Background: an optimization exercise with open tools, aiming at small area, a short achievable clock period and few clock cycles per item. Do not read the settings as production practice.
Function was checked by simulation only, so behaviour that the tests miss may differ from the original.
Power and IR drop assume default switching activity.

<file path="flow/design.v">
module rng90_crc_step (
    input  wire [15:0] crc_in,
    input  wire [7:0]  data,
    output wire [15:0] crc_out
);
    reg [15:0] c;
    integer i;
    always @* begin
        c = crc_in;
        for (i = 0; i < 8; i = i + 1) begin
            if (data[i] ^ c[15])
                c = {c[14:0], 1'b0} ^ 16'h8005;
            else
                c = {c[14:0], 1'b0};
        end
    end
    assign crc_out = c;
endmodule
module rng90_framer (
    input  wire        clk,
    input  wire        rst,
    input  wire        cmd_valid,
    output wire        cmd_ready,
    input  wire [7:0]  cmd_opcode,
    input  wire [7:0]  cmd_param1,
    input  wire [15:0] cmd_param2,
    input  wire [7:0]  cmd_len,
    input  wire        din_valid,
    output wire        din_ready,
    input  wire [7:0]  din_data,
    output wire        tx_valid,
    input  wire        tx_ready,
    output wire [7:0]  tx_data,
    output wire        tx_last
);
    localparam [3:0] P_SEL  = 4'd0,
                     P_CNT  = 4'd1,
                     P_OP   = 4'd2,
                     P_P1   = 4'd3,
                     P_P2L  = 4'd4,
                     P_P2H  = 4'd5,
                     P_DATA = 4'd6,
                     P_CRCL = 4'd7,
                     P_CRCH = 4'd8;
    reg [3:0]  ps;
    reg [7:0]  left;         
    reg        cmd_rdy, din_rdy;
    reg [15:0] crc;          
    reg        tx_v, tx_l, tx_cov;
    reg [7:0]  tx_d;
    reg        sk_v, sk_l, sk_cov;
    reg [7:0]  sk_d;
    assign cmd_ready = cmd_rdy;
    assign din_ready = din_rdy;
    assign tx_valid  = tx_v;
    assign tx_data   = tx_d;
    assign tx_last   = tx_l;
    wire [15:0] crc_full;    
    rng90_crc_step u_crc (
        .crc_in (crc),
        .data   (tx_d),
        .crc_out(crc_full)
    );
    wire [15:0] crc_now = (tx_v && tx_cov) ? crc_full : crc;
    wire pop = tx_v && tx_ready;
    reg        push;
    reg [7:0]  pd;
    reg        p_cov, p_last;
    reg [3:0]  ps_n;
    always @* begin
        push   = 1'b0;
        pd     = 8'h00;
        p_cov  = 1'b1;
        p_last = 1'b0;
        ps_n   = ps;
        case (ps)
            P_SEL:  begin push = cmd_valid; pd = 8'h03; p_cov = 1'b0; end
            P_CNT:  begin push = 1'b1;      pd = left + 8'd7; end
            P_OP:   begin push = cmd_valid; pd = cmd_opcode; end
            P_P1:   begin push = cmd_valid; pd = cmd_param1; end
            P_P2L:  begin push = cmd_valid; pd = cmd_param2[7:0]; end
            P_P2H:  begin push = cmd_valid && cmd_rdy; pd = cmd_param2[15:8]; end
            P_DATA: begin push = din_valid && din_rdy; pd = din_data; end
            P_CRCL: begin push = !(sk_v && sk_cov); pd = crc_now[7:0];  p_cov = 1'b0; end
            default: begin push = 1'b1; pd = crc_now[15:8]; p_cov = 1'b0; p_last = 1'b1; end
        endcase
        push = push && !sk_v;
        if (push) begin
            case (ps)
                P_SEL:  ps_n = P_CNT;
                P_CNT:  ps_n = P_OP;
                P_OP:   ps_n = P_P1;
                P_P1:   ps_n = P_P2L;
                P_P2L:  ps_n = P_P2H;
                P_P2H:  ps_n = (left == 8'd0) ? P_CRCL : P_DATA;
                P_DATA: ps_n = (left == 8'd1) ? P_CRCL : P_DATA;
                P_CRCL: ps_n = P_CRCH;
                default: ps_n = P_SEL;
            endcase
        end
    end
    wire head_free = !tx_v || pop;
    wire sk_v_n    = head_free ? (sk_v && push) : (sk_v || push);
    always @(posedge clk) begin
        if (head_free) begin
            tx_d   <= sk_v ? sk_d   : pd;
            tx_l   <= sk_v ? sk_l   : p_last;
            tx_cov <= sk_v ? sk_cov : p_cov;
        end
        if (push && !(head_free && !sk_v)) begin
            sk_d   <= pd;
            sk_l   <= p_last;
            sk_cov <= p_cov;
        end
        if (push && ps == P_SEL)
            left <= cmd_len;
        else if (push && ps == P_DATA)
            left <= left - 8'd1;
    end
    always @(posedge clk) begin
        if (rst) begin
            ps      <= P_SEL;
            cmd_rdy <= 1'b0;
            din_rdy <= 1'b0;
            crc     <= 16'h0000;
            tx_v    <= 1'b0;
            sk_v    <= 1'b0;
        end else begin
            ps      <= ps_n;
            cmd_rdy <= (ps_n == P_P2H) && !sk_v_n;
            din_rdy <= (ps_n == P_DATA) && !sk_v_n;
            if (pop)
                crc <= tx_l ? 16'h0000 : crc_now;
            if (head_free)
                tx_v <= sk_v || push;
            sk_v    <= sk_v_n;
        end
    end
endmodule
module rng90_validator (
    input  wire       clk,
    input  wire       rst,
    input  wire       rsp_valid,
    output wire       rsp_ready,
    input  wire [5:0] rsp_cap,
    input  wire       rx_valid,
    output wire       rx_ready,
    input  wire [7:0] rx_data,
    output wire       res_valid,
    input  wire       res_ready,
    output wire       res_ok,
    output wire [7:0] res_count,
    output wire       pl_valid,
    input  wire       pl_ready,
    output wire [7:0] pl_data,
    output wire       pl_last
);
    localparam integer DEPTH = 32;
    reg        q_v;
    reg  [5:0] q_cap;
    reg        rsp_rdy;
    reg        r_act;        
    reg  [7:0] rc;           
    reg  [5:0] cc;           
    reg        rx_rdy;
    reg        b_v, b_first;
    reg  [7:0] b_d;
    reg  [7:0] cnt;
    reg [15:0] crc;
    reg        lo_ok;
    reg  [8:0] mem [0:DEPTH-1];
    reg  [5:0] wptr, cptr, rptr;
    reg        o_v, o_ok, s_v, s_ok;
    reg  [7:0] o_cnt, s_cnt;
    reg        p_v, p_l;
    reg  [7:0] p_d;
    assign rsp_ready = rsp_rdy;
    assign rx_ready  = rx_rdy;
    assign res_valid = o_v;
    assign res_ok    = o_ok;
    assign res_count = o_cnt;
    assign pl_valid  = p_v;
    assign pl_data   = p_d;
    assign pl_last   = p_l;
    wire rsp_fire = rsp_valid && rsp_rdy;
    wire rx_fire  = rx_valid && rx_rdy;
    wire first    = !r_act;
    wire a_last  = first ? ((rx_data[7:1] == 7'd0) || (q_cap == 6'd1))
                         : ((rc == 8'd2) || (cc == 6'd2));
    wire n_cov   = (rc[7:2] != 6'd0);            
    wire a_pay   = !first && n_cov && (cc[5:2] != 4'd0);
    wire       r_act_n = rx_fire ? !a_last : r_act;
    wire       q_v_n   = rsp_fire || (q_v && !(rx_fire && first));
    wire b_last  = (rc == 8'd1) || (cc == 6'd1) || (b_first && rc == 8'd0);
    wire b_cov   = b_first || (rc[7:2] != 6'd0) || (rc == 8'd3);
    wire b_lo    = !b_first && (rc == 8'd2);
    wire b_hi    = !b_first && (rc == 8'd1);
    wire b_plast = !b_first && (rc == 8'd3);
    wire b_pay   = !b_first && ((rc[7:2] != 6'd0) || (rc == 8'd3)) &&
                   ((cc[5:2] != 4'd0) || (cc == 6'd3));
    wire [15:0] crc_next;
    rng90_crc_step u_crc (
        .crc_in (crc),
        .data   (b_d),
        .crc_out(crc_next)
    );
    wire ok     = b_hi && lo_ok && (b_d == crc[15:8]);
    wire push   = b_v && b_last;
    wire wr     = b_v && b_pay;
    wire commit = push && ok;
    wire p_pop  = ((rptr != cptr) || (commit && (wptr != cptr))) && (!p_v || pl_ready);
    wire o_pop = !o_v || res_ready;
    wire [5:0] occ    = wptr - rptr;
    wire       occ29  = (occ[5] == 1'b0) && (occ[4:0] <= 5'd29);
    wire       occ30  = (occ == 6'd30);
    wire       occ31  = (occ == 6'd31);
    wire       a_pay2 = first || ((rc > 8'd4) && (cc > 6'd4));
    wire       nxt_pay = rx_fire ? a_pay2 : a_pay;
    wire       fp     = rx_fire && a_pay;
    wire       a1     = wr || fp || nxt_pay;
    wire       a2     = (wr && fp) || (wr && nxt_pay) || (fp && nxt_pay);
    wire       a3     = wr && fp && nxt_pay;
    wire       p_room = occ29 ||
                        (occ30 && (!a3 || p_pop)) ||
                        (occ31 && (!a2 || (p_pop && !a3))) ||
                        (!a1 || (p_pop && !a2));
    wire       lk     = rx_fire && a_last;
    wire       r_room = !s_v && !(o_v && push) && !(o_v && lk) && !(push && lk);
    always @(posedge clk) begin
        if (rsp_fire)
            q_cap <= rsp_cap;
        if (rx_fire) begin
            rc      <= first ? rx_data : rc - 8'd1;
            cc      <= first ? q_cap   : cc - 6'd1;
            b_d     <= rx_data;
            b_first <= first;
        end
        if (b_v) begin
            if (b_first) cnt <= b_d;
            if (b_first)
                lo_ok <= 1'b0;
            else if (b_lo)
                lo_ok <= (b_d == crc[7:0]);
        end
        if (wr)
            mem[wptr[4:0]] <= {b_plast, b_d};
        if (p_pop) begin
            p_d <= mem[rptr[4:0]][7:0];
            p_l <= mem[rptr[4:0]][8];
        end
        if (o_pop) begin
            if (s_v) begin
                o_ok  <= s_ok;
                o_cnt <= s_cnt;
            end else begin
                o_ok  <= ok;
                o_cnt <= cnt;
            end
        end
        if (push && (s_v || !o_pop)) begin
            s_ok  <= ok;
            s_cnt <= cnt;
        end
    end
    always @(posedge clk) begin
        if (rst) begin
            q_v     <= 1'b0;
            rsp_rdy <= 1'b0;
            r_act   <= 1'b0;
            rx_rdy  <= 1'b0;
            b_v     <= 1'b0;
            crc     <= 16'h0000;
            wptr    <= 6'd0;
            cptr    <= 6'd0;
            rptr    <= 6'd0;
            o_v     <= 1'b0;
            s_v     <= 1'b0;
            p_v     <= 1'b0;
        end else begin
            q_v     <= q_v_n;
            rsp_rdy <= !q_v_n;
            r_act   <= r_act_n;
            rx_rdy  <= (r_act_n || q_v_n) && p_room && r_room;
            b_v     <= rx_fire;
            if (b_v && b_last)
                crc <= 16'h0000;
            else if (b_v && b_cov)
                crc <= crc_next;
            if (push) begin
                if (ok) cptr <= wptr + {5'd0, wr};
                else    wptr <= cptr;
            end
            if (wr && !(push && !ok))
                wptr <= wptr + 6'd1;
            if (p_pop)
                rptr <= rptr + 6'd1;
            if (p_pop)
                p_v <= 1'b1;
            else if (pl_ready)
                p_v <= 1'b0;
            if (o_pop) begin
                o_v <= s_v || push;
                s_v <= s_v && push;
            end else if (push)
                s_v <= 1'b1;
        end
    end
endmodule
module rng90_codec (
    input  wire        clk,
    input  wire        rst,
    input  wire        cmd_valid,
    output wire        cmd_ready,
    input  wire [7:0]  cmd_opcode,
    input  wire [7:0]  cmd_param1,
    input  wire [15:0] cmd_param2,
    input  wire [7:0]  cmd_len,
    input  wire        din_valid,
    output wire        din_ready,
    input  wire [7:0]  din_data,
    output wire        tx_valid,
    input  wire        tx_ready,
    output wire [7:0]  tx_data,
    output wire        tx_last,
    input  wire        rsp_valid,
    output wire        rsp_ready,
    input  wire [5:0]  rsp_cap,
    input  wire        rx_valid,
    output wire        rx_ready,
    input  wire [7:0]  rx_data,
    output wire        res_valid,
    input  wire        res_ready,
    output wire        res_ok,
    output wire [7:0]  res_count,
    output wire        pl_valid,
    input  wire        pl_ready,
    output wire [7:0]  pl_data,
    output wire        pl_last
);
    rng90_framer u_framer (
        .clk       (clk),
        .rst       (rst),
        .cmd_valid (cmd_valid),
        .cmd_ready (cmd_ready),
        .cmd_opcode(cmd_opcode),
        .cmd_param1(cmd_param1),
        .cmd_param2(cmd_param2),
        .cmd_len   (cmd_len),
        .din_valid (din_valid),
        .din_ready (din_ready),
        .din_data  (din_data),
        .tx_valid  (tx_valid),
        .tx_ready  (tx_ready),
        .tx_data   (tx_data),
        .tx_last   (tx_last)
    );
    rng90_validator u_validator (
        .clk      (clk),
        .rst      (rst),
        .rsp_valid(rsp_valid),
        .rsp_ready(rsp_ready),
        .rsp_cap  (rsp_cap),
        .rx_valid (rx_valid),
        .rx_ready (rx_ready),
        .rx_data  (rx_data),
        .res_valid(res_valid),
        .res_ready(res_ready),
        .res_ok   (res_ok),
        .res_count(res_count),
        .pl_valid (pl_valid),
        .pl_ready (pl_ready),
        .pl_data  (pl_data),
        .pl_last  (pl_last)
    );
endmodule
</file>
<file path="flow/run.sh">
#!/bin/bash
# synth_recipe.tcl (not shown) runs the flow's synth.tcl, then flattens the netlist and writes it again
# the make line also repeats each setting of config.mk as NAME=value (left out here)
make -C /OpenROAD-flow-scripts/flow DESIGN_CONFIG=/design/flow/config.mk WORK_HOME=/design/flow/orfs CLKGATE_MAP_FILE= SYNTH_SCRIPT=/design/flow/synth_recipe.tcl finish
</file>
<file path="flow/config.mk">
export PLATFORM = sky130hd
export DESIGN_NAME = rng90_codec
export DESIGN_NICKNAME = rng90_codec
export VERILOG_FILES = /design/flow/design.v
export SDC_FILE = /design/flow/constraint.sdc
export NUM_CORES = 4
export LEC_CHECK = 0
export ABC_CLOCK_PERIOD_IN_PS = 2300
export CAP_MARGIN = 20
export CORE_MARGIN = 2
export CORE_UTILIZATION = 40
export PLACE_DENSITY = 0.6
export SETUP_SLACK_MARGIN = 3.2
export SLEW_MARGIN = 20
</file>
<file path="flow/constraint.sdc">
create_clock -name core_clock -period 5.5 [get_ports {clk}]
set_input_delay 1.1000 -clock core_clock [delete_from_list [all_inputs] [get_ports {clk}]]
set_output_delay 1.1000 -clock core_clock [all_outputs]
set_load 0.01 [all_outputs]
</file>
==> results of run 1 <==
[path summary, 6_finish.rpt]
path                            start                   end  slack [ns]  depth (start not counted)
setup / recovery       cmd_param2[10]      u_framer.tx_d[2]        3.17                          5
hold / removal     u_validator.cnt[5]  u_validator.s_cnt[5]        0.45                          0
setup reg to reg  u_validator.rptr[2]    u_validator.rx_rdy        3.21                          9
hold reg to reg    u_validator.cnt[5]  u_validator.s_cnt[5]        0.45                          0
[repair_timing]
item,in CTS,in global routing
hold buffers,0,0
resized for setup,307,54
gates cloned,6,2
pin swaps,39,31
endpoints found under the setup margin,425,312
setup buffers,56,33
[metal layers]
metal / global-route usage (%) / up-vias
met1: 26.78 / 6083
li1: - / 5484
met5: 0 / -
met3: 3.429 / 67
met2: 29.33 / 322
met4: 5.405 / 0
[kinds of logic after synthesis]
kind of cell    after synthesis  share of synthesized area, %
xor+xnor                    101                         4.871
compound gates              173                         5.936
buf+inv                      92                         1.811
simple gates                348                         8.320
flops                       447                         65.03
fa+ha+maj                    26                         1.696
mux                         127                         12.34
[layout by cell type, fill, tap and decap left out, types with 6 or more instances in the layout]
cell type	n
nor4_1	7
nor2_4	35
nand2_1	98
buf_12	28
buf_6	6
dfxtp_1	52
clkinv_2	8
nand3_1	13
nand4_1	7
bufinv_16	11
clkbuf_1	9
dfxtp_2	8
a22oi_1	13
clkbuf_16	51
ha_1	23
xor2_1	31
buf_2	30
nand2b_1	10
nor2b_1	11
inv_1	22
xnor2_2	16
mux2_2	17
a21oi_1	45
o21ai_0	21
a32oi_1	6
nor2_1	97
clkdlybuf4s50_1	66
a211oi_1	17
nor3_1	11
mux2i_1	18
xnor2_1	44
a31oi_1	6
buf_4	73
mux4_2	90
edfxtp_1	381
o211ai_1	8
dfxtp_4	6
[power breakdown]
part | switching (mW) | internal, mW
Clock | 1.34 | 2.21
Sequential | 0.101 | 3.80
Combinational | 0.638 | 0.592
Total | 2.07 | 6.60
[area by class of cell]
| cell class | instances | area [sq um] |
|---|---|---|
| clock buffers | 61 | 1313 |
| repair buffers | 220 | 2326 |
| flip-flops and latches | 447 | 12790 |
| repair inverters | 1 | 5.005 |
| inverters | 28 | 116.4 |
| multi-input cells | 776 | 7355 |
| well taps | 622 | 778.2 |
| fillers | 3960 | 23520 |
| clock inverters | 26 | 442.9 |
[through the flow]
step                std cells  hold slack (ns)  instance area, sq um
finish                   2181           0.4483                 25130
global route             2181           0.4599                 25130
CTS                      2145           0.4480                 24430
detailed placement       1996           0.4399                 21420
global placement         1996           0.4254                 21420
floorplan                1314           0.4222                 19690
[worst max-delay path: stages]
cell and delay [ns]:
clkdlybuf4s50_1 0.39, mux2_2 0.26, a222oi_1 0.43, a32oi_1 0.20
mux2_2 0.29
[flip-flops by register name, summed over array words and instances (netlist names), 4 cells and up]
signal and cells:
u_validator.mem 288, u_framer.crc 16, u_validator.crc 16, u_framer.left 8, u_framer.sk_d 8, u_framer.tx_d 8, u_validator.b_d 8, u_validator.cnt 8
u_validator.o_cnt 8, u_validator.p_d 8, u_validator.rc 8, u_validator.s_cnt 8, u_validator.cc 6, u_validator.cptr 6, u_validator.q_cap 6, u_validator.rptr 6
u_validator.wptr 6, u_framer.ps 4
==> metrics.md, run 1 <==
| Metric | Value |
|---|---|
| Vias per cell | `~5.5` |
| RSZ-0062 raised after global routing | `true` |
| Top layer used by detailed routing | `met4` |
| Largest net degree at the start of global routing | `between 60 and 70` |
| Avg Cell Area, Syn | `14.94 sq um` |
| Dominant cell type by area after synthesis | `edfxtp_1` |
| Run status | `complete, no violations` |
| Slew of the pin with the lowest slew margin | `0.7473 ns` |
| Setup Crit Path Kind | `in -> reg` |
| Max-slew headroom | `between 50% and 60%` |
| Dpl ws | `2.158 ns` |
| Pre-Repair DR Iteration Count | `5` |
| # DRC | `0` |
| Met2 Wirelength | `22510 microns` |
| Worst Setup Start Kind | `input pin` |
| FMAX | `approximately 0.43 GHz` |
| Crit Path Max Fanout | `2` |
| Synth Register Bits | `447` |
| Clk buf depth | `3` |
| Final Skew | `roughly 0.015 ns` |
| Final ANT Viol Nets | `0` |
| NumNets Final | `1619` |
| GRT overflow | `0` |
| Final design utilization | `51.66%` |
| Global-route wire length before repair | `approximately 72000 microns` |
| Initial core utilization | `roughly two fifths` |
| Cell count after synthesis | `between 1k and 1.5k` |
| Antenna fix cells | `0` |
| Synth top area share | `58.30%` |
| Die footprint | `50850 sq um` |
| Final WS setup | `3.165 ns` |
| Cell Pwr Density | `roughly 350 nW/um^2` |
| WL per Instance | `21.92 microns` |
| EDFF count, synth | `381` |
| Most common cell in the netlist | `edfxtp_1` |
| Req. time, crit path | `5.84 ns` |
| Number of buffers created by CTS | `48` |
| P_leak | `8.473 nW` |
| Register area share after synthesis | `65.03%` |
| Clk root buf | `clkbuf_16` |
| Share of synthesized flip-flops with an asynchronous set or reset | `0%` |
| Routed via count | `11.96k` |
| DRT met1 WL | `21910 microns` |
| Hold violation total from the final report | `0` |
| Clk latency of the worst-skew pair | `0.59 ns` |
| Netlist cell types | `76` |
| Share of cells above drive strength 1 | `a little under a third` |
| Max Cap Viol | `0` |
| Core area | `between 40000 and 50000 sq um` |
| Post-Syn Area | `19630 sq um` |
| Overall Power | `~8.7 mW` |
| Area growth, synth to finish | `28.05%` |
| Detailed Route WL | `roughly 48000 microns` |
| Worst VDD drop | `0.0002280 V` |
| Die H | `between 200 and 250 microns` |
| Synth area leaders | `edfxtp_1 (58%), mux4_2 (10%), dfxtp_1 (6.7%)` |
| Num Clock Sinks | `447` |
| Tcrit/Tclk final | `42.45%` |
| Minimum clock period | `between 2 and 2.5 ns` |
| Main synth FF type | `edfxtp_1` |
| Fin. max-slew vios | `0` |
| Crit path capture type | `flip-flop` |
| HP Class | `reg -> reg` |
| Num rows | `81` |
| TNS Setup | `0 ns` |
| Clock-pin slew on the worst setup and hold paths | `0.06 ns` |
| HPWL Detailed | `28620 microns` |
| Ys Warns | `3` |
| DIE WIDTH | `between 200 and 250 microns` |
| Net Count, Synth | `1411` |
| Vias in the first global route | `11.92k` |
| Initial DRC Count | `between 900 and 1k` |
| H-tree levels | `2` |
| Ports | `between 100 and 150` |
| Met3 Wirelength | `2296 microns` |
| RePlAce Congestion | `0.8229` |
| Initial antenna violation count | `0` |
| Top post-synthesis cells by count | `edfxtp_1 (381), nor2_1 (134), nand2_1 (103)` |
| # port buffers | `104` |
| CTS tree | `done` |
| CP arrival | `2.67 ns` |
| Final setup violation count | `0` |
| GRT Total Usage | `18.72%` |
Testbench counts, summed over its fixed seeds: cycles 38,851, items 2,080.
==> run 2, diff against run 1 <==
==> flow/flow/run.sh (new file) <==
#!/bin/bash
# The standard layout, with plain buffers on the ports (instead of the delay
# cells buffer_ports picks by default) and resizing not tied to footprints.
set -euo pipefail
bash standard.sh \
  "BUFFER_PORTS_ARGS=-buffer_cell sky130_fd_sc_hd__buf_2" \
  MATCH_CELL_FOOTPRINT=0 \
  finish > flow_make.log 2>&1
==> flow/standard.sh (new file) <==
#!/bin/bash
# synth_recipe.tcl (not shown) runs the flow's synth.tcl, then flattens the netlist and writes it again
# the make line also repeats each setting of config.mk as NAME=value (left out here)
make -C /OpenROAD-flow-scripts/flow DESIGN_CONFIG=/design/flow/config.mk WORK_HOME=/design/flow/orfs CLKGATE_MAP_FILE= SYNTH_SCRIPT=/design/flow/synth_recipe.tcl "${@:-finish}"
--- a/flow/config.mk
+++ b/flow/config.mk
@@ -6,9 +6,9 @@
 export NUM_CORES = 4
 export LEC_CHECK = 0
-export ABC_CLOCK_PERIOD_IN_PS = 2300
+export ABC_CLOCK_PERIOD_IN_PS = 2500
 export CAP_MARGIN = 20
 export CORE_MARGIN = 2
 export CORE_UTILIZATION = 40
 export PLACE_DENSITY = 0.6
-export SETUP_SLACK_MARGIN = 3.2
+export SETUP_SLACK_MARGIN = 3.0
 export SLEW_MARGIN = 20
removed: flow/run.sh
==> metrics.md, run 2 <==
| Metric | Value |
|---|---|
| Run status | `complete, no violations` |
| Post-DP Area | `20860 sq um (-2.6%)` |
| Die footprint | `50850 sq um (unchanged)` |
| RePlAce Congestion | `0.8584 (+4.3%)` |
| Cell Pwr Density | `348.7 nW/um^2 (+1.0%)` |
| Clk buf depth | `3 (unchanged)` |
| RSZ-0062 raised after global routing | `true` |
| Synth top area share | `58.30% (unchanged)` |
| Commonest non-fill, non-tap cell in the layout | `edfxtp_1` |
| WL per Instance | `21.68 microns (-1.1%)` |
| Pre-Repair DR Iteration Count | `5 (unchanged)` |
| Avg Cell Area, Syn | `14.94 sq um (unchanged)` |
| Max Cap Viol | `0 (unchanged)` |
| Most frequent cells in the layout | `edfxtp_1 (381), buf_2 (104), nor2_1 (97), nand2_1 (97), mux4_2 (90)` |
| Crit path capture type | `flip-flop` |
| EDFF count, synth | `381 (unchanged)` |
| Clock-pin slew on the worst setup and hold paths | `0.06 ns (about the same)` |
| Final Cell Area | `23180 sq um (-7.7%)` |
| Initial antenna violation count | `0 (unchanged)` |
| Synth Register Bits | `447 (unchanged)` |
| Worst-path cell chain | `clkinvlp_4 > ha_1 > and2_1 > a2111oi_0 > o211ai_1 > a31oi_1 > a221oi_2` |
| Net Count, Synth | `1411 (unchanged)` |
| Setup Crit Path Kind | `reg -> reg` |
| Buffers plus inverters on the worst setup path | `1 (unchanged)` |
| Final Skew | `0.01503 ns (+0.0004996 ns)` |
| Die H | `225.5 microns (unchanged)` |
| Slew of the pin with the lowest slew margin | `0.8513 ns (+0.1041 ns)` |
| Final setup violation count | `0 (unchanged)` |
| Final hold slack | `0.4578 ns (+0.009517 ns)` |
| Initial DRC Count | `1089 (+20%)` |
| CTS tree | `done` |
| CP arrival | `2.99 ns (+0.32 ns)` |
| Cell Count, Final, Fillers Out | `2106 (-3.4%)` |
| Netlist cell types | `76 (unchanged)` |
| TNS Setup | `0 ns (unchanged)` |
| Num rows | `81 (unchanged)` |
| Ports | `105 (unchanged)` |
| Ys Warns | `3 (unchanged)` |
| Max reg flops | `288 (unchanged)` |
| Post-Syn Area | `19630 sq um (unchanged)` |
| Main synth FF type | `edfxtp_1` |
| DRT met1 WL | `20350 microns (-7.1%)` |
| Final ANT Viol Nets | `0 (unchanged)` |
| P_leak | `7.693 nW (-9.2%)` |
| Cell count after synthesis | `1314 (unchanged)` |
| # DRC | `0 (unchanged)` |
| Number of buffers created by CTS | `47 (-2.1%)` |
| Worst VDD drop | `0.0002844 V (+25%)` |
| Worst Setup Start Kind | `flip-flop` |
| Met2 Wirelength | `20980 microns (-6.8%)` |
| Max-slew headroom | `42.86% (-7.3 points)` |
| Largest net degree at the start of global routing | `67 (+9.8%)` |
| Area growth, synth to finish | `18.13%` |
| H-tree levels | `2 (unchanged)` |
| GRT overflow | `0 (unchanged)` |
| Share of synthesized flip-flops with an asynchronous set or reset | `0% (unchanged)` |
| DIE WIDTH | `225.5 microns (unchanged)` |
| Register area share after synthesis | `65.03% (unchanged)` |
| Met3 Wirelength | `3292 microns (+43%)` |
| Sequential Area | `12780 sq um (-0.12%)` |
| Crit Path Max Fanout | `13 (+11)` |
| Clk latency of the worst-skew pair | `0.58 ns (about the same)` |
| Core area | `48650 sq um (unchanged)` |
| HPWL Detailed | `28670 microns (+0.19%)` |
| Vias in the first global route | `11.38k (-4.5%)` |
| # port buffers | `104 (unchanged)` |
| Filler instances | `4181 (+5.6%)` |
| Hold violation total from the final report | `0 (unchanged)` |
| Dominant cell type by area after synthesis | `edfxtp_1` |
| Top layer used by detailed routing | `met4` |
| Share of cells above drive strength 1 | `27.56% (-2.9 points)` |
| Dpl ws | `2.090 ns (-0.06829 ns)` |
| Most common cell in the netlist | `edfxtp_1` |
| HP Class | `reg -> reg` |
| Overall Power | `8.083 mW (-6.8%)` |
| Tcrit/Tclk final | `46.33% (+3.9 points)` |
| GRT Total Usage | `18.06% (-0.66 points)` |
| FMAX | `0.3925 GHz (-8.4%)` |
| Synth area leaders | `edfxtp_1 (58%), mux4_2 (10%), dfxtp_1 (6.7%)` |
| Clk root buf | `clkbuf_16` |
| Num Clock Sinks | `447 (unchanged)` |
| Global-route wire length before repair | `69280 microns (-3.2%)` |
| Final WS setup | `2.952 ns (-0.2130 ns)` |
| Slowest CP cell | `dfxtp_2` |
| NumNets Final | `1545 (-4.6%)` |
| Fin. max-slew vios | `0 (unchanged)` |
| Routed via count | `11.65k (-2.6%)` |
| Vias per cell | `5.529 (+0.87%)` |
| Final design utilization | `47.66% (-4.0 points)` |
| Dpl cells | `1994 (-0.10%)` |
| Antenna fix cells | `0 (unchanged)` |
| Minimum clock period | `2.548 ns (+0.2130 ns)` |
| Req. time, crit path | `5.94 ns (+0.10 ns)` |
| CP max stage delay | `0.55 ns (+0.12 ns)` |
| Detailed Route WL | `45670 microns (-4.5%)` |
| Worst path top cell family by delay | `compound AO/OA/AOI/OAI gates` |
| Area of the multi-input gates | `6969 sq um (-5.2%)` |
| Top post-synthesis cells by count | `edfxtp_1 (381), nor2_1 (134), nand2_1 (103)` |
| Initial core utilization | `40.34% (unchanged)` |
-- run 2: metal layers --
| layer | global-route usage [%] | up-vias |
|---|---|---|
| met5 | 0 | - |
| met4 | 5.127 | 0 |
| met3 | 3.468 | 72 |
| met2 | 27.62 | 413 |
| met1 | 26.36 | 5822 |
| li1 | - | 5338 |
-- run 2: cell type report --
type | count | area share (%)
Timing Repair Buffer | 148 | 4.242
Tap cell | 622 | 3.357
Inverter | 28 | 0.5019
Clock inverter | 28 | 1.209
Clock buffer | 57 | 5.505
Sequential cell | 447 | 55.12
Multi-Input combinational cell | 776 | 30.06
-- run 2: timing repair --
item                                    4_1_cts  5_1_grt
pin swaps                                     2       12
gates resized for setup                      84       41
hold buffers                                  0        0
gates cloned                                  1        0
endpoints found under the setup margin      373      377
buffers inserted                              8       17
-- run 2: logic make-up (layout without fill, tap and decap cells) --
family	after synthesis	in the layout	share of synthesized area [%]
compound gates	173	174	5.936
flops	447	447	65.03
simple gates	348	348	8.320
fa+ha+maj	26	26	1.696
mux	127	127	12.34
xor+xnor	101	101	4.871
buf+inv	92	261	1.811
-- run 2: path summary, 6_finish.rpt --
kind / startpoint / end / slack [ns] / cells past startpoint
worst min register to register: u_validator.cnt[4] / u_validator.s_cnt[4] / 0.46 / 0
worst max-delay path: u_validator.rptr[4] / u_validator.rx_rdy / 2.95 / 7
worst min-delay path: u_validator.cnt[4] / u_validator.s_cnt[4] / 0.46 / 0
worst max register to register: u_validator.rptr[4] / u_validator.rx_rdy / 2.95 / 7
-- run 2: worst register-to-register path, stage by stage, from the launching register on --
cell        delay (ns)
dfxtp_2           0.55
clkinvlp_4        0.23
ha_1              0.39
and2_1            0.19
a2111oi_0         0.42
o211ai_1          0.19
a31oi_1           0.36
a221oi_2          0.09
-- run 2: power breakdown --
part           internal, mW  switching [mW]
clock network          1.89            1.31
registers              3.80           0.121
logic                 0.421           0.547
total                  6.11            1.97
==> run 3, diff against run 2 <==
--- a/flow/design.v
+++ b/flow/design.v
@@ -34,20 +34,20 @@
     output wire        tx_last
 );
-    localparam [3:0] P_SEL  = 4'd0,
-                     P_CNT  = 4'd1,
-                     P_OP   = 4'd2,
-                     P_P1   = 4'd3,
-                     P_P2L  = 4'd4,
-                     P_P2H  = 4'd5,
-                     P_DATA = 4'd6,
-                     P_CRCL = 4'd7,
-                     P_CRCH = 4'd8;
-    reg [3:0]  ps;
+    localparam integer P_SEL  = 0,
+                       P_CNT  = 1,
+                       P_OP   = 2,
+                       P_P1   = 3,
+                       P_P2L  = 4,
+                       P_P2H  = 5,
+                       P_DATA = 6,
+                       P_CRCL = 7,
+                       P_CRCH = 8;
+    reg [8:0]  ps;
     reg [7:0]  left;         
     reg        cmd_rdy, din_rdy;
     reg [15:0] crc;          
-    reg        tx_v, tx_l, tx_cov;
+    reg        tx_v, tx_l;
     reg [7:0]  tx_d;
-    reg        sk_v, sk_l, sk_cov;
+    reg        sk_v;         
     reg [7:0]  sk_d;
     assign cmd_ready = cmd_rdy;
@@ -56,69 +56,53 @@
     assign tx_data   = tx_d;
     assign tx_last   = tx_l;
-    wire [15:0] crc_full;    
+    wire pop = tx_v && tx_ready;
+    wire [7:0] cnt_b  = left + 8'd7;
+    wire       push_r = (ps[P_SEL] && cmd_valid) || ps[P_CNT] ||
+                        ((ps[P_OP] || ps[P_P1] || ps[P_P2L]) && cmd_valid) ||
+                        (cmd_valid && cmd_rdy) || (din_valid && din_rdy) ||
+                        ps[P_CRCL] || ps[P_CRCH];
+    wire       push   = push_r && !sk_v;
+    wire [7:0] pd     = ({8{ps[P_SEL]}}  & 8'h03) |
+                        ({8{ps[P_CNT]}}  & cnt_b) |
+                        ({8{ps[P_OP]}}   & cmd_opcode) |
+                        ({8{ps[P_P1]}}   & cmd_param1) |
+                        ({8{ps[P_P2L]}}  & cmd_param2[7:0]) |
+                        ({8{ps[P_P2H]}}  & cmd_param2[15:8]) |
+                        ({8{ps[P_DATA]}} & din_data) |
+                        ({8{ps[P_CRCL]}} & crc[7:0]) |
+                        ({8{ps[P_CRCH]}} & crc[15:8]);
+    wire       p_cov  = |ps[P_DATA:P_CNT];
+    wire       p_last = ps[P_CRCH];
+    wire       l_zero = (left == 8'd0);
+    wire       l_one  = (left == 8'd1);
+    wire [8:0] ps_adv = {ps[P_CRCL],
+                         (ps[P_P2H] && l_zero) || (ps[P_DATA] && l_one),
+                         (ps[P_P2H] && !l_zero) || (ps[P_DATA] && !l_one),
+                         ps[P_P2L], ps[P_P1], ps[P_OP], ps[P_CNT], ps[P_SEL],
+                         ps[P_CRCH]};
+    wire [8:0] ps_n   = push ? ps_adv : ps;
+    wire [15:0] crc_next;
     rng90_crc_step u_crc (
         .crc_in (crc),
-        .data   (tx_d),
-        .crc_out(crc_full)
+        .data   (pd),
+        .crc_out(crc_next)
     );
-    wire [15:0] crc_now = (tx_v && tx_cov) ? crc_full : crc;
-    wire pop = tx_v && tx_ready;
-    reg        push;
-    reg [7:0]  pd;
-    reg        p_cov, p_last;
-    reg [3:0]  ps_n;
-    always @* begin
-        push   = 1'b0;
-        pd     = 8'h00;
-        p_cov  = 1'b1;
-        p_last = 1'b0;
-        ps_n   = ps;
-        case (ps)
-            P_SEL:  begin push = cmd_valid; pd = 8'h03; p_cov = 1'b0; end
-            P_CNT:  begin push = 1'b1;      pd = left + 8'd7; end
-            P_OP:   begin push = cmd_valid; pd = cmd_opcode; end
-            P_P1:   begin push = cmd_valid; pd = cmd_param1; end
-            P_P2L:  begin push = cmd_valid; pd = cmd_param2[7:0]; end
-            P_P2H:  begin push = cmd_valid && cmd_rdy; pd = cmd_param2[15:8]; end
-            P_DATA: begin push = din_valid && din_rdy; pd = din_data; end
-            P_CRCL: begin push = !(sk_v && sk_cov); pd = crc_now[7:0];  p_cov = 1'b0; end
-            default: begin push = 1'b1; pd = crc_now[15:8]; p_cov = 1'b0; p_last = 1'b1; end
-        endcase
-        push = push && !sk_v;
-        if (push) begin
-            case (ps)
-                P_SEL:  ps_n = P_CNT;
-                P_CNT:  ps_n = P_OP;
-                P_OP:   ps_n = P_P1;
-                P_P1:   ps_n = P_P2L;
-                P_P2L:  ps_n = P_P2H;
-                P_P2H:  ps_n = (left == 8'd0) ? P_CRCL : P_DATA;
-                P_DATA: ps_n = (left == 8'd1) ? P_CRCL : P_DATA;
-                P_CRCL: ps_n = P_CRCH;
-                default: ps_n = P_SEL;
-            endcase
-        end
-    end
     wire head_free = !tx_v || pop;
     wire sk_v_n    = head_free ? (sk_v && push) : (sk_v || push);
     always @(posedge clk) begin
         if (head_free) begin
-            tx_d   <= sk_v ? sk_d   : pd;
-            tx_l   <= sk_v ? sk_l   : p_last;
-            tx_cov <= sk_v ? sk_cov : p_cov;
+            tx_d <= sk_v ? sk_d : pd;
+            tx_l <= sk_v ? ps[P_SEL] : p_last;
         end
-        if (push && !(head_free && !sk_v)) begin
-            sk_d   <= pd;
-            sk_l   <= p_last;
-            sk_cov <= p_cov;
-        end
-        if (push && ps == P_SEL)
+        if (push && !(head_free && !sk_v))
+            sk_d <= pd;
+        if (push && ps[P_SEL])
             left <= cmd_len;
-        else if (push && ps == P_DATA)
+        else if (push && ps[P_DATA])
             left <= left - 8'd1;
     end
     always @(posedge clk) begin
         if (rst) begin
-            ps      <= P_SEL;
+            ps      <= 9'd1;
             cmd_rdy <= 1'b0;
             din_rdy <= 1'b0;
@@ -128,8 +112,10 @@
         end else begin
             ps      <= ps_n;
-            cmd_rdy <= (ps_n == P_P2H) && !sk_v_n;
-            din_rdy <= (ps_n == P_DATA) && !sk_v_n;
-            if (pop)
-                crc <= tx_l ? 16'h0000 : crc_now;
+            cmd_rdy <= ps_n[P_P2H] && !sk_v_n;
+            din_rdy <= ps_n[P_DATA] && !sk_v_n;
+            if (push && ps[P_SEL])
+                crc <= 16'h0000;
+            else if (push && p_cov)
+                crc <= crc_next;
             if (head_free)
                 tx_v <= sk_v || push;
@@ -164,5 +150,5 @@
     reg  [5:0] cc;           
     reg        rx_rdy;
-    reg        b_v, b_first;
+    reg        b_v, b_first, b_last, b_pay;
     reg  [7:0] b_d;
     reg  [7:0] cnt;
@@ -192,11 +178,8 @@
     wire       r_act_n = rx_fire ? !a_last : r_act;
     wire       q_v_n   = rsp_fire || (q_v && !(rx_fire && first));
-    wire b_last  = (rc == 8'd1) || (cc == 6'd1) || (b_first && rc == 8'd0);
     wire b_cov   = b_first || (rc[7:2] != 6'd0) || (rc == 8'd3);
     wire b_lo    = !b_first && (rc == 8'd2);
     wire b_hi    = !b_first && (rc == 8'd1);
     wire b_plast = !b_first && (rc == 8'd3);
-    wire b_pay   = !b_first && ((rc[7:2] != 6'd0) || (rc == 8'd3)) &&
-                   ((cc[5:2] != 4'd0) || (cc == 6'd3));
     wire [15:0] crc_next;
     rng90_crc_step u_crc (
@@ -211,8 +194,5 @@
     wire p_pop  = ((rptr != cptr) || (commit && (wptr != cptr))) && (!p_v || pl_ready);
     wire o_pop = !o_v || res_ready;
-    wire [5:0] occ    = wptr - rptr;
-    wire       occ29  = (occ[5] == 1'b0) && (occ[4:0] <= 5'd29);
-    wire       occ30  = (occ == 6'd30);
-    wire       occ31  = (occ == 6'd31);
+    reg        occ29, occ30, occ31;
     wire       a_pay2 = first || ((rc > 8'd4) && (cc > 6'd4));
     wire       nxt_pay = rx_fire ? a_pay2 : a_pay;
@@ -227,4 +207,8 @@
     wire       lk     = rx_fire && a_last;
     wire       r_room = !s_v && !(o_v && push) && !(o_v && lk) && !(push && lk);
+    wire       rewind = push && !ok;
+    wire [5:0] wptr_n = rewind ? cptr : (wptr + {5'd0, wr});
+    wire [5:0] rptr_n = rptr + {5'd0, p_pop};
+    wire [5:0] occ_n  = wptr_n - rptr_n;
     always @(posedge clk) begin
         if (rsp_fire)
@@ -235,4 +219,6 @@
             b_d     <= rx_data;
             b_first <= first;
+            b_last  <= a_last;
+            b_pay   <= a_pay;
         end
         if (b_v) begin
@@ -274,4 +260,7 @@
             cptr    <= 6'd0;
             rptr    <= 6'd0;
+            occ29   <= 1'b1;
+            occ30   <= 1'b0;
+            occ31   <= 1'b0;
             o_v     <= 1'b0;
             s_v     <= 1'b0;
@@ -287,12 +276,11 @@
             else if (b_v && b_cov)
                 crc <= crc_next;
-            if (push) begin
-                if (ok) cptr <= wptr + {5'd0, wr};
-                else    wptr <= cptr;
-            end
-            if (wr && !(push && !ok))
-                wptr <= wptr + 6'd1;
-            if (p_pop)
-                rptr <= rptr + 6'd1;
+            if (commit)
+                cptr <= wptr + {5'd0, wr};
+            wptr  <= wptr_n;
+            rptr  <= rptr_n;
+            occ29 <= !occ_n[5] && (occ_n[4:0] <= 5'd29);
+            occ30 <= (occ_n == 6'd30);
+            occ31 <= (occ_n == 6'd31);
             if (p_pop)
                 p_v <= 1'b1;
--- a/flow/config.mk
+++ b/flow/config.mk
@@ -6,9 +6,9 @@
 export NUM_CORES = 4
 export LEC_CHECK = 0
-export ABC_CLOCK_PERIOD_IN_PS = 2500
+export ABC_CLOCK_PERIOD_IN_PS = 2400
 export CAP_MARGIN = 20
 export CORE_MARGIN = 2
 export CORE_UTILIZATION = 40
 export PLACE_DENSITY = 0.6
-export SETUP_SLACK_MARGIN = 3.0
+export SETUP_SLACK_MARGIN = 3.1
 export SLEW_MARGIN = 20
==> metrics.md, run 3 <==
| Metric | Value |
|---|---|
| Area of the multi-input gates | `6729 sq um (-3.4%)` |
| Sequential Area | `12910 sq um (+1.0%)` |
| Vias in the first global route | `11.27k (-1.0%)` |
| Final hold slack | `0.4536 ns (-0.004268 ns)` |
| TNS Setup | `0 ns (unchanged)` |
| Top post-synthesis cells by count | `edfxtp_1 (380), nor2_1 (130), mux4_2 (90)` |
| Max-slew headroom | `38.69% (-4.2 points)` |
| Minimum clock period | `3.678 ns (+1.130 ns)` |
| Synth top area share | `58.99% (+0.69 points)` |
| Post-Syn Area | `19340 sq um (-1.4%)` |
| Final ANT Viol Nets | `0 (unchanged)` |
| Ports | `105 (unchanged)` |
| Clock-pin slew on the worst setup and hold paths | `0.06 ns (about the same)` |
| Commonest non-fill, non-tap cell in the layout | `edfxtp_1` |
| Num rows | `80 (-1.2%)` |
| Clk root buf | `clkbuf_16` |
| # port buffers | `104 (unchanged)` |
| NumNets Final | `1483 (-4.0%)` |
| Most common cell in the netlist | `edfxtp_1` |
| Slew of the pin with the lowest slew margin | `0.9163 ns (+0.06493 ns)` |
| Net Count, Synth | `1308 (-7.3%)` |
| P_leak | `7.732 nW (+0.50%)` |
| Final setup violation count | `0 (unchanged)` |
| Avg Cell Area, Syn | `15.90 sq um (+6.4%)` |
| Initial DRC Count | `975 (-10%)` |
| # DRC | `0 (unchanged)` |
| # hold bufs at CTS | `0 (unchanged)` |
| Share of cells above drive strength 1 | `34.43% (+6.9 points)` |
| Run status | `complete, no violations` |
| CP arrival | `4.14 ns (+1.15 ns)` |
| Register area share after synthesis | `66.65% (+1.6 points)` |
| DIE WIDTH | `223.9 microns (-0.70%)` |
| Req. time, crit path | `5.96 ns (+0.02 ns)` |
| Filler instances | `3973 (-5.0%)` |
| Max reg flops | `288 (unchanged)` |
| Worst Setup Start Kind | `flip-flop` |
| Synth Register Bits | `454 (+1.6%)` |
| Area growth, synth to finish | `20.68%` |
| Netlist cell types | `77 (+1.3%)` |
| Pint | `7.160 mW (+17%)` |
| EDFF count, synth | `380 (-0.26%)` |
| Dominant cell type by area after synthesis | `edfxtp_1` |
| Global-route wire length before repair | `68990 microns (-0.43%)` |
| Logic gate share of total power | `27.7% (+16 points)` |
| CTS tree | `done` |
| Share of synthesized flip-flops with an asynchronous set or reset | `0% (unchanged)` |
| Antenna fix cells | `0 (unchanged)` |
| FMAX | `0.2719 GHz (-31%)` |
| Worst VDD drop | `0.0003065 V (+7.8%)` |
| GRT Total Usage | `18.35% (+0.29 points)` |
| HPWL Detailed | `27710 microns (-3.3%)` |
| Switching share of power | `28.09% (+3.7 points)` |
| Fin. max-slew vios | `0 (unchanged)` |
| R2R setup slack | `1.82 ns (-1.13 ns)` |
| Setup Crit Path Kind | `reg -> reg` |
| Reg power frac | `41.2% (-7.3 points)` |
| Crit Path Max Fanout | `36 (+23)` |
| Net Sw Power | `2.797 mW (+42%)` |
| Routed via count | `11.16k (-4.2%)` |
| GRT overflow | `0 (unchanged)` |
| Main synth FF type | `edfxtp_1` |
| RePlAce Congestion | `0.8025 (-6.5%)` |
| Synth area leaders | `edfxtp_1 (59%), mux4_2 (10%), dfxtp_1 (7.7%)` |
| Detailed Route WL | `45760 microns (+0.21%)` |
| Clock power share | `31.1% (-8.4 points)` |
| Initial antenna violation count | `0 (unchanged)` |
| Largest net degree at the start of global routing | `73 (+9.0%)` |
| Hold violation total from the final report | `0 (unchanged)` |
| Tcrit/Tclk final | `66.88% (+21 points)` |
| Most frequent cells in the layout | `edfxtp_1 (380), buf_2 (104), nor2_1 (96)` |
| Die H | `223.9 microns (-0.70%)` |
| RSZ-0062 raised after global routing | `true` |
| Num Clock Sinks | `454 (+1.6%)` |
| WL per Instance | `22.39 microns (+3.2%)` |
| H-tree levels | `2 (unchanged)` |
| Overall Power | `9.957 mW (+23%)` |
| Clk latency of the worst-skew pair | `0.58 ns (about the same)` |
| Core area | `47750 sq um (-1.9%)` |
| Clk buf depth | `3 (unchanged)` |
| Final Skew | `0.02501 ns (+0.009980 ns)` |
| Initial core utilization | `40.52% (+0.17 points)` |
| Max Cap Viol | `0 (unchanged)` |
| Pre-Repair DR Iteration Count | `7 (+2)` |
| Cell Pwr Density | `426.5 nW/um^2 (+22%)` |
| Crit path capture type | `flip-flop` |
| Cell count after synthesis | `1217 (-7.4%)` |
| HP Class | `reg -> reg` |
| Die footprint | `50140 sq um (-1.4%)` |
| Vias per cell | `5.457 (-1.3%)` |
| Ys Warns | `3 (unchanged)` |
| Number of buffers created by CTS | `48 (+2.1%)` |
==> run 3: cell count changes in the layout (fill, tap and decap cells not counted), sizes merged, moves of 7 or more <==
cell / delta
nand2: -57
buf: +27
mux2: +14
o21ai: -14
clkbuf: +13
dfxtp: +8
nor3: +8
a222oi: +7
inv: -7
xnor2: -7
==> run 3: cells by family after synthesis <==
group                      count (synthesis)  synth area share (%)
xor gates and xnor gates                  93                 4.728
buffers and inverters                     79                 1.623
DFF                                      454                 66.65
adders and majority gates                 21                 1.384
AOI/OAI and AO/OA                        132                 4.825
muxes                                    143                 13.45
and+or+nand+nor                          295                 7.341
==> run 3: what timing repair did <==
| action | CTS | global route |
|---|---|---|
| cloned | 7 | 0 |
| setup endpoints to repair | 226 | 211 |
| buffers inserted | 35 | 20 |
| gates resized for setup | 78 | 47 |
| pin swaps | 23 | 28 |
==> run 3: power by group through the flow <==
stage	logic, mW	registers, mW	clock network, mW
after floorplan	1.58	4.12	0
after global placement	1.91	4.23	0
after detailed placement	1.94	4.23	0
after CTS	2.56	4.10	3.15
after global routing	2.95	4.12	3.28
final	2.76	4.10	3.10
==> run 3: per-stage QoR <==
step,instances,instance area [sq um],setup slack [ns],util [%]
final,2044,23340,1.822,48.89
after detailed placement,1895,20680,1.332,43.31
after global routing,2044,23340,1.618,48.89
after floorplan,1217,19530,1.727,-
after CTS,2024,22970,1.725,48.12
after global placement,1895,20680,1.473,43.31
==> run 3: routing by layer <==
layer / global-route usage, % / up-vias / share of wire (%)
met3: 3.450 / 76 / 5.6
li1: - / 5085 / -
met4: 5.011 / 0 / 2.2
met2: 28.95 / 325 / 47
met5: 0 / - / 0
met1: 26.19 / 5669 / 45
==> run 3: worst paths after layout <==
path,end,cells past startpoint,startpoint
setup / recovery,u_validator.occ30,18,u_validator.b_d[4]
hold / removal,u_validator.s_cnt[4],0,u_validator.cnt[4]
setup reg to reg,u_validator.occ30,18,u_validator.b_d[4]
hold reg to reg,u_validator.s_cnt[4],0,u_validator.cnt[4]
==> run 3: final cells by class <==
| cell class | count | share of cell area (%) |
|---|---|---|
| sequential | 454 | 55.31 |
| multi-input combinational | 685 | 28.82 |
| clock buffer | 66 | 5.703 |
| timing repair buffer | 179 | 5.687 |
| tap | 615 | 3.296 |
| clock inverter | 21 | 0.7450 |
| inverter | 24 | 0.4341 |
==> run 3: critical path, cell delays in order (launching register included) <==
cell       delay, ns
edfxtp_1        0.35
buf_4           0.26
xor2_1          0.23
nor4_2          0.32
nand4_1         0.25
o31ai_4         0.31
nand2_2         0.11
clkinv_4        0.07
ha_4            0.14
ha_4            0.21
inv_4           0.06
ha_4            0.19
a21o_1          0.17
a21oi_4         0.17
buf_4           0.14
xnor2_1         0.05
o2bb2ai_1       0.12
o211a_1         0.24
and3_1          0.17
Testbench counts of run 3, summed over its fixed seeds: cycles 38,851, items 2,080.
==> run 4, diff against run 3 <==
==> flow/flow/run.sh (replaced) <==
#!/bin/bash
# The standard layout, with plain buffers on the ports (instead of the delay
# cells buffer_ports picks by default), resizing not tied to footprints, and
# a flatter clock tree (larger sink clusters, no dummy loads).
set -euo pipefail
bash standard.sh \
  "BUFFER_PORTS_ARGS=-buffer_cell sky130_fd_sc_hd__buf_2" \
  MATCH_CELL_FOOTPRINT=0 \
  "CTS_ARGS=-sink_clustering_enable -repair_clock_nets -sink_clustering_size 24 -sink_clustering_max_diameter 80 -dont_use_dummy_load" \
  finish > flow_make.log 2>&1
==> metrics.md, run 4 <==
| Metric | Value |
|---|---|
| Run status | `complete, no violations` |
| Register area share after synthesis | `66.65% (unchanged)` |
| Routed via count | `10.87k (-2.6%)` |
| Initial antenna violation count | `1 (+1)` |
| H-tree levels | `1 (-1)` |
| R2R Path End | `u_validator.occ30` |
| Pre-Repair DR Iteration Count | `5 (-2)` |
| Overall Power | `8.463 mW (-15%)` |
| Worst VDD drop | `0.0002434 V (-21%)` |
| CP max stage delay | `0.58 ns (+0.23 ns)` |
| Largest net degree at the start of global routing | `73 (unchanged)` |
| HPWL Detailed | `27710 microns (unchanged)` |
| RSZ-0062 raised after global routing | `true` |
| Slew of the pin with the lowest slew margin | `1.007 ns (+0.09093 ns)` |
| Post-Syn Area | `19340 sq um (unchanged)` |
| Main synth FF type | `edfxtp_1` |
| Num rows | `80 (unchanged)` |
| Netlist cell types | `77 (unchanged)` |
| GRT overflow | `0 (unchanged)` |
| # DRC | `0 (unchanged)` |
| Slowest CP cell | `or4_4` |
| Net Count, Synth | `1308 (unchanged)` |
| Hold violation total from the final report | `0 (unchanged)` |
| Initial DRC Count | `832 (-15%)` |
| Synth top area share | `58.99% (unchanged)` |
| Global-route wire length before repair | `67170 microns (-2.6%)` |
| Crit path capture type | `flip-flop` |
| # hold bufs at CTS | `0 (unchanged)` |
| TNS Setup | `0 ns (unchanged)` |
| Max reg flops | `288 (unchanged)` |
| Avg Cell Area, Syn | `15.90 sq um (unchanged)` |
| HP Class | `reg -> reg` |
| Vias per cell | `5.504 (+0.85%)` |
| Clk latency of the worst-skew pair | `0.58 ns (about the same)` |
| Num Clock Sinks | `454 (unchanged)` |
| Final ANT Viol Nets | `0 (unchanged)` |
| Final WS setup | `1.878 ns (+0.05591 ns)` |
| Fin. max-slew vios | `0 (unchanged)` |
| Initial core utilization | `40.52% (unchanged)` |
| WL per Instance | `22.38 microns (about the same)` |
| Max-slew headroom | `32.23% (-6.5 points)` |
| R2R setup slack | `1.88 ns (+0.06 ns)` |
| CP arrival | `4.13 ns (about the same)` |
| Ys Warns | `3 (unchanged)` |
| # port buffers | `104 (unchanged)` |
| Filler instances | `4050 (+1.9%)` |
| Tcrit/Tclk final | `65.86% (-1.0 points)` |
| R2R cell count | `16 (-2)` |
| Detailed Route WL | `44200 microns (-3.4%)` |
| Share of cells above drive strength 1 | `32.87% (-1.6 points)` |
| Most common cell in the netlist | `edfxtp_1` |
| Clock-pin slew on the worst setup and hold paths | `0.10 ns (+0.04 ns)` |
| Worst-path cell chain | `or4_4 > nor4_4 > nand4_1 > o31ai_4 > nand2_2 > clkinv_4 > ha_4 > ha_4 > inv_4 > ha_4 > a21o_1 > a21oi_4 > mux2_4 > o21ai_2 > o211a_1 > and3_1` |
| Synth Register Bits | `454 (unchanged)` |
| CTS tree | `done` |
| Die H | `223.9 microns (unchanged)` |
| Synth area leaders | `edfxtp_1 (59%), mux4_2 (10%), dfxtp_1 (7.7%)` |
| EDFF count, synth | `380 (unchanged)` |
| Worst path top cell family by delay | `simple AND/OR/NAND/NOR gates` |
| Top post-synthesis cells by count | `edfxtp_1 (380), nor2_1 (130), mux4_2 (90)` |
| Final Skew | `0.06453 ns (+0.03952 ns)` |
| Area growth, synth to finish | `15.88%` |
| Req. time, crit path | `6.00 ns (+0.04 ns)` |
| Cell count after synthesis | `1217 (unchanged)` |
| Cell Pwr Density | `377.5 nW/um^2 (-11%)` |
| Most frequent cells in the layout | `edfxtp_1 (380), buf_2 (102), nor2_1 (95)` |
| Commonest non-fill, non-tap cell in the layout | `edfxtp_1` |
| Dominant cell type by area after synthesis | `edfxtp_1` |
| Final setup violation count | `0 (unchanged)` |
| Worst Setup Start Kind | `flip-flop` |
| Most used cell, CP | `ha_4` |
| Core area | `47750 sq um (unchanged)` |
| Vias in the first global route | `10.90k (-3.3%)` |
| FMAX | `0.2761 GHz (+1.5%)` |
| NumNets Final | `1453 (-2.0%)` |
| Max Cap Viol | `0 (unchanged)` |
| RePlAce Congestion | `0.8025 (unchanged)` |
| Crit path to | `u_validator.occ30` |
| Dpl ws | `1.332 ns (unchanged)` |
| Buffers plus inverters on the worst setup path | `2 (-2)` |
| Crit Path Max Fanout | `4 (-89%)` |
| Minimum clock period | `3.622 ns (-0.05591 ns)` |
| RR Startpoint | `u_validator.rc[6]` |
| Clk buf depth | `3 (unchanged)` |
| Number of buffers created by CTS | `25 (-48%)` |
| Final hold slack | `0.4497 ns (-0.003916 ns)` |
| GRT Total Usage | `17.64% (-0.71 points)` |
| DIE WIDTH | `223.9 microns (unchanged)` |
| Clk root buf | `clkbuf_16` |
| Crit path depth | `16 (-2)` |
| Die footprint | `50140 sq um (unchanged)` |
| Ports | `105 (unchanged)` |
| P_leak | `7.269 nW (-6.0%)` |
| Antenna fix cells | `0 (unchanged)` |
| Setup Crit Path Kind | `reg -> reg` |
| Critical Path Start | `u_validator.rc[6]` |
| Share of synthesized flip-flops with an asynchronous set or reset | `0% (unchanged)` |
-- run 4: kinds of logic (layout without fill, tap and decap cells) --
family                     Yosys count  in the layout  share of synthesized area [%]
AOI/OAI and AO/OA                  132            132                          4.825
xor gates and xnor gates            93             93                          4.728
adders and majority gates           21             21                          1.384
buffers and inverters               79            221                          1.623
DFF                                454            454                          66.65
muxes                              143            143                          13.45
and+or+nand+nor                    295            296                          7.341
-- run 4: how the worst min path moves through the flow --
stage                     cells past startpoint  slack [ns]                   end                from
after floorplan                               0        0.42  u_validator.s_cnt[0]  u_validator.cnt[0]
after global placement                        0        0.44  u_validator.s_cnt[2]  u_validator.cnt[2]
after detailed placement                      0        0.44  u_validator.s_cnt[4]  u_validator.cnt[4]
after CTS                                     2        0.45   u_validator.crc[14]  u_validator.crc[6]
after global routing                          0        0.47  u_validator.s_cnt[2]  u_validator.cnt[2]
final                                         2        0.45   u_validator.crc[14]  u_validator.crc[6]
-- run 4: area by class of cell --
class / count / area [sq um] / share of cell area (%)
timing repair buffer: 172 / 1226 / 5.470
sequential: 454 / 12910 / 57.59
multi-input combinational: 685 / 6784 / 30.26
inverter: 24 / 101.3 / 0.4521
tap: 615 / 769.5 / 3.433
clock buffer: 25 / 625.6 / 2.791
-- run 4: power breakdown --
group          switching (mW)  internal, mW  leakage, nW
Clock                    1.02         0.808        0.308
Sequential              0.177          3.92         4.08
Combinational            1.23          1.31         2.88
-- run 4: tightest hold or removal path, stage by stage (launching register included) --
cell	delay, ns
dfxtp_1	0.33
nand2_1	0.06
a21oi_1	0.05
-- run 4: what timing repair did --
item / in CTS / in global routing
gates cloned: 4 / 0
setup buffers: 30 / 20
setup endpoints to repair: 222 / 219
pin swaps: 27 / 36
resized for setup: 73 / 62
-- run 4: layer usage --
metal,GRT usage (%),up-vias,share of wire [%]
met4,3.355,0,1.6
met1,25.82,5561,45
met3,2.623,41,5.6
met2,28.31,290,48
li1,-,4978,-
met5,0,-,0
-- run 4: metrics by stage --
step / util [%] / instance area, sq um / cells
5_1_grt: 46.95 / 22420 / 1975
3_3_place_gp: 43.31 / 20680 / 1895
4_1_cts: 45.96 / 21950 / 1954
6_report: 46.95 / 22420 / 1975
3_5_place_dp: 43.31 / 20680 / 1895
2_1_floorplan: - / 19530 / 1217
==> run 5, diff against run 4 <==
--- a/flow/design.v
+++ b/flow/design.v
@@ -47,4 +47,5 @@
     reg        cmd_rdy, din_rdy;
     reg [15:0] crc;          
+    reg        lp_cov;       
     reg        tx_v, tx_l;
     reg [7:0]  tx_d;
@@ -57,4 +58,12 @@
     assign tx_last   = tx_l;
     wire pop = tx_v && tx_ready;
+    wire [7:0]  lpb = sk_v ? sk_d : tx_d;
+    wire [15:0] crc_next;
+    rng90_crc_step u_crc (
+        .crc_in (crc),
+        .data   (lpb),
+        .crc_out(crc_next)
+    );
+    wire [15:0] crc_now = lp_cov ? crc_next : crc;
     wire [7:0] cnt_b  = left + 8'd7;
     wire       push_r = (ps[P_SEL] && cmd_valid) || ps[P_CNT] ||
@@ -70,5 +79,5 @@
                         ({8{ps[P_P2H]}}  & cmd_param2[15:8]) |
                         ({8{ps[P_DATA]}} & din_data) |
-                        ({8{ps[P_CRCL]}} & crc[7:0]) |
+                        ({8{ps[P_CRCL]}} & crc_now[7:0]) |
                         ({8{ps[P_CRCH]}} & crc[15:8]);
     wire       p_cov  = |ps[P_DATA:P_CNT];
@@ -82,10 +91,4 @@
                          ps[P_CRCH]};
     wire [8:0] ps_n   = push ? ps_adv : ps;
-    wire [15:0] crc_next;
-    rng90_crc_step u_crc (
-        .crc_in (crc),
-        .data   (pd),
-        .crc_out(crc_next)
-    );
     wire head_free = !tx_v || pop;
     wire sk_v_n    = head_free ? (sk_v && push) : (sk_v || push);
@@ -108,4 +111,5 @@
             din_rdy <= 1'b0;
             crc     <= 16'h0000;
+            lp_cov  <= 1'b0;
             tx_v    <= 1'b0;
             sk_v    <= 1'b0;
@@ -116,6 +120,7 @@
             if (push && ps[P_SEL])
                 crc <= 16'h0000;
-            else if (push && p_cov)
+            else if (lp_cov)
                 crc <= crc_next;
+            lp_cov  <= push && p_cov;
             if (head_free)
                 tx_v <= sk_v || push;
@@ -210,5 +215,21 @@
     wire [5:0] wptr_n = rewind ? cptr : (wptr + {5'd0, wr});
     wire [5:0] rptr_n = rptr + {5'd0, p_pop};
-    wire [5:0] occ_n  = wptr_n - rptr_n;
+    wire [5:0] occ_a  = wptr - rptr + {5'd0, wr};
+    wire [5:0] occ_b  = cptr - rptr;
+    wire       a_le29 = !occ_a[5] && (occ_a[4:0] <= 5'd29);
+    wire       a_30   = (occ_a == 6'd30);
+    wire       a_31   = (occ_a == 6'd31);
+    wire       a_32   = (occ_a == 6'd32);
+    wire       b_le29 = !occ_b[5] && (occ_b[4:0] <= 5'd29);
+    wire       b_30   = (occ_b == 6'd30);
+    wire       b_31   = (occ_b == 6'd31);
+    wire       b_32   = (occ_b == 6'd32);
+    wire       x_le29 = rewind ? b_le29 : a_le29;
+    wire       x_30   = rewind ? b_30   : a_30;
+    wire       x_31   = rewind ? b_31   : a_31;
+    wire       x_32   = rewind ? b_32   : a_32;
+    wire       n_le29 = x_le29 || (p_pop && x_30);
+    wire       n_30   = p_pop ? x_31 : x_30;
+    wire       n_31   = p_pop ? x_32 : x_31;
     always @(posedge clk) begin
         if (rsp_fire)
@@ -280,7 +301,7 @@
             wptr  <= wptr_n;
             rptr  <= rptr_n;
-            occ29 <= !occ_n[5] && (occ_n[4:0] <= 5'd29);
-            occ30 <= (occ_n == 6'd30);
-            occ31 <= (occ_n == 6'd31);
+            occ29 <= n_le29;
+            occ30 <= n_30;
+            occ31 <= n_31;
             if (p_pop)
                 p_v <= 1'b1;
==> metrics.md, run 5 <==
| Metric | Value |
|---|---|
| Run status | `complete, no violations` |
| Hold violation total from the final report | `0 (unchanged)` |
| Netlist cell types | `56 (-27%)` |
| Pint | `5.078 mW (-16%)` |
| Clk root buf | `clkbuf_16` |
| Die H | `224.2 microns (+0.12%)` |
| Share of synthesized flip-flops with an asynchronous set or reset | `0% (unchanged)` |
| Most frequent cells in the layout | `edfxtp_1 (380), buf_2 (103), mux4_2 (90)` |
| Final setup violation count | `0 (unchanged)` |
| EDFF count, synth | `380 (unchanged)` |
| Ports | `105 (unchanged)` |
| Clock-pin slew on the worst setup and hold paths | `0.09 ns (about the same)` |
| RR Startpoint | `u_validator.rptr[3]` |
| Net Count, Synth | `1357 (+3.7%)` |
| Dominant cell type by area after synthesis | `edfxtp_1` |
| Req. time, crit path | `5.96 ns (-0.04 ns)` |
| Fin. max-slew vios | `0 (unchanged)` |
| Top post-synthesis cells by count | `edfxtp_1 (380), nor2_1 (124), mux4_2 (90)` |
| Core area | `47750 sq um (unchanged)` |
| Synth Register Bits | `455 (+0.22%)` |
| Main synth FF type | `edfxtp_1` |
| Area of the multi-input gates | `6701 sq um (-1.2%)` |
| Num Clock Sinks | `455 (+0.22%)` |
| DIE WIDTH | `224.2 microns (+0.12%)` |
| Worst path top cell family by delay | `adder cells` |
| Post-Syn Area | `19390 sq um (+0.24%)` |
| FMAX | `0.3430 GHz (+24%)` |
| Switching share of power | `23.71% (-5.0 points)` |
| Initial antenna violation count | `3 (+2)` |
| # port buffers | `104 (unchanged)` |
| HP Class | `reg -> reg` |
| Area growth, synth to finish | `15.45%` |
| Cell count after synthesis | `1255 (+3.1%)` |
| Clk buf depth | `3 (unchanged)` |
| Overall Power | `6.655 mW (-21%)` |
| Setup Crit Path Kind | `reg -> reg` |
| Crit Path Max Fanout | `20 (+16)` |
| Largest net degree at the start of global routing | `73 (unchanged)` |
| Max-slew headroom | `29.82% (-2.4 points)` |
| Clock power share | `27.4% (+5.9 points)` |
| CP arrival | `3.37 ns (-0.76 ns)` |
| CP max stage delay | `0.58 ns (about the same)` |
| Number of buffers created by CTS | `25 (unchanged)` |
| H-tree levels | `1 (unchanged)` |
| CTS tree | `done` |
| Hold Startpoint | `u_validator.cnt[1]` |
| Final ANT Viol Nets | `0 (unchanged)` |
| Commonest non-fill, non-tap cell in the layout | `edfxtp_1` |
| Avg Cell Area, Syn | `15.45 sq um (-2.8%)` |
| Filler instances | `4076 (+0.64%)` |
| Clk latency of the worst-skew pair | `0.56 ns (-0.02 ns)` |
| Vias per cell | `5.499 (about the same)` |
| Reg power frac | `59.3% (+11 points)` |
| Minimum clock period | `2.915 ns (-0.7069 ns)` |
| GRT Total Usage | `17.21% (-0.43 points)` |
| Crit path capture type | `flip-flop` |
| Cell Pwr Density | `297.3 nW/um^2 (-21%)` |
| Most common cell in the netlist | `edfxtp_1` |
| Worst Setup Start Kind | `flip-flop` |
| TNS Setup | `0 ns (unchanged)` |
| Max Cap Viol | `0 (unchanged)` |
| Pre-Repair DR Iteration Count | `6 (+1)` |
| Die footprint | `50250 sq um (+0.23%)` |
| Routed via count | `11.05k (+1.7%)` |
| # DRC | `0 (unchanged)` |
| Detailed Route WL | `44600 microns (+0.90%)` |
| Sequential Area | `12940 sq um (+0.20%)` |
| Worst-path cell chain | `inv_1 > ha_1 > nand4_1 > nor2_1 > nand2_1 > o21ba_4 > buf_4 > buf_6 > buf_12 > maj3_1 > nor4_1 > nor3_2` |
| Global-route wire length before repair | `65940 microns (-1.8%)` |
| HPWL Detailed | `27980 microns (+0.95%)` |
| Slew of the pin with the lowest slew margin | `1.052 ns (+0.04438 ns)` |
| Ys Warns | `3 (unchanged)` |
| Synth area leaders | `edfxtp_1 (59%), mux4_2 (10%), dfxtp_1 (7.7%)` |
| Share of cells above drive strength 1 | `29.05% (-3.8 points)` |
| NumNets Final | `1498 (+3.1%)` |
| Critical Path Start | `u_validator.rptr[3]` |
| RePlAce Congestion | `0.8296 (+3.4%)` |
| Tcrit/Tclk final | `53.01% (-13 points)` |
| Initial DRC Count | `791 (-4.9%)` |
| Buffers plus inverters on the worst setup path | `4 (+2)` |
| Final Skew | `0.04186 ns (-0.02266 ns)` |
| Synth top area share | `58.85% (-0.14 points)` |
| Max reg flops | `288 (unchanged)` |
| P_leak | `7.302 nW (+0.45%)` |
| Net Sw Power | `1.578 mW (-35%)` |
| Num rows | `80 (unchanged)` |
| GRT overflow | `0 (unchanged)` |
| Logic gate share of total power | `13.3% (-17 points)` |
| RSZ-0062 raised after global routing | `true` |
| Vias in the first global route | `10.84k (-0.49%)` |
| Worst VDD drop | `0.0002142 V (-12%)` |
| Slowest CP cell | `dfxtp_4` |
| WL per Instance | `22.19 microns (-0.86%)` |
| Register area share after synthesis | `66.59% (about the same)` |
| Initial core utilization | `40.61% (+0.097 points)` |
==> run 5: changes by cell type after synthesis, sizes merged, moves of 6 or more <==
cell / previous run / this run
a211oi: 20 / 14
xor2: 29 / 19
nand2: 46 / 78
a221o: 0 / 7
mux2: 33 / 19
clkbuf: 32 / 42
a222oi: 8 / 0
buf: 23 / 17
a21oi: 49 / 55
mux2i: 20 / 30
ha: 19 / 29
nor2: 131 / 125
a22oi: 12 / 20
xnor2: 57 / 84
==> run 5: timing repair <==
item / in CTS / in global routing
endpoints found under the setup margin: 338 / 261
hold buffers: 0 / 0
gates cloned: 0 / 5
gates resized for setup: 86 / 61
pin swaps: 19 / 16
setup buffers: 40 / 11
==> run 5: stage by stage <==
step | instance area, sq um | utilization (%) | std cells | hold WS (ns) | worst slack, ns
2_1_floorplan | 19500 | - | 1255 | 0.4222 | 2.392
3_3_place_gp | 20640 | 43.24 | 1928 | 0.4275 | 2.147
3_5_place_dp | 20650 | 43.25 | 1928 | 0.4314 | 2.123
4_1_cts | 21910 | 45.90 | 1993 | 0.4545 | 2.603
5_1_grt | 22380 | 46.88 | 2009 | 0.4760 | 2.482
6_report | 22390 | 46.89 | 2010 | 0.4557 | 2.585
==> run 5: cells by family after synthesis <==
kind of cell / share of synthesized area, %
buf+inv: 1.736
simple gates: 7.414
compound gates: 4.207
fa+ha+maj: 2.181
mux: 13.10
flops: 66.59
xor+xnor: 4.768
==> run 5: worst reg2reg max path: cells and delay by family (launching register included) <==
kind / cells / cell delay (ns)
flip-flops: 1 / 0.58
adder cells (fa/ha/maj): 2 / 0.72
AND/OR/NAND/NOR: 5 / 0.71
buffers and inverters: 4 / 0.57
AO/OA/AOI/OAI: 1 / 0.25
==> run 5: final timing paths <==
kind,to,slack (ns),cells past startpoint
worst min-delay path,u_validator.s_cnt[1],0.46,0
worst max-delay path,u_validator.rx_rdy,2.58,12
worst max register to register,u_validator.rx_rdy,2.58,12
worst min register to register,u_validator.s_cnt[1],0.46,0
==> run 5: power by group through the flow <==
stage / clock network (mW) / logic, mW / registers [mW]
2_1_floorplan: 0 / 0.500 / 4.02
3_3_place_gp: 0 / 0.729 / 4.03
3_5_place_dp: 0 / 0.735 / 4.03
4_1_cts: 1.87 / 0.821 / 3.95
5_1_grt: 1.98 / 0.959 / 3.96
6_report: 1.82 / 0.882 / 3.95
==> run 5: area by class of cell <==
type                    instances  area share (%)
clock buffers                  25           2.795
inverters                      29          0.5254
well taps                     615           3.437
flip-flops and latches        455           57.79
repair buffers                172           5.511
multi-input cells             713           29.94
diodes                          1         0.01118
==> run 5: routing by layer <==
metal	up-vias	global-route usage, %	wire length [microns]
li1	5046	-	-
met5	-	0	0
met4	0	3.397	607
met1	5600	23.40	19150
met2	367	29.66	21940
met3	40	2.492	2896
Testbench counts of run 5, summed over its fixed seeds: cycles 38,851, items 2,080.
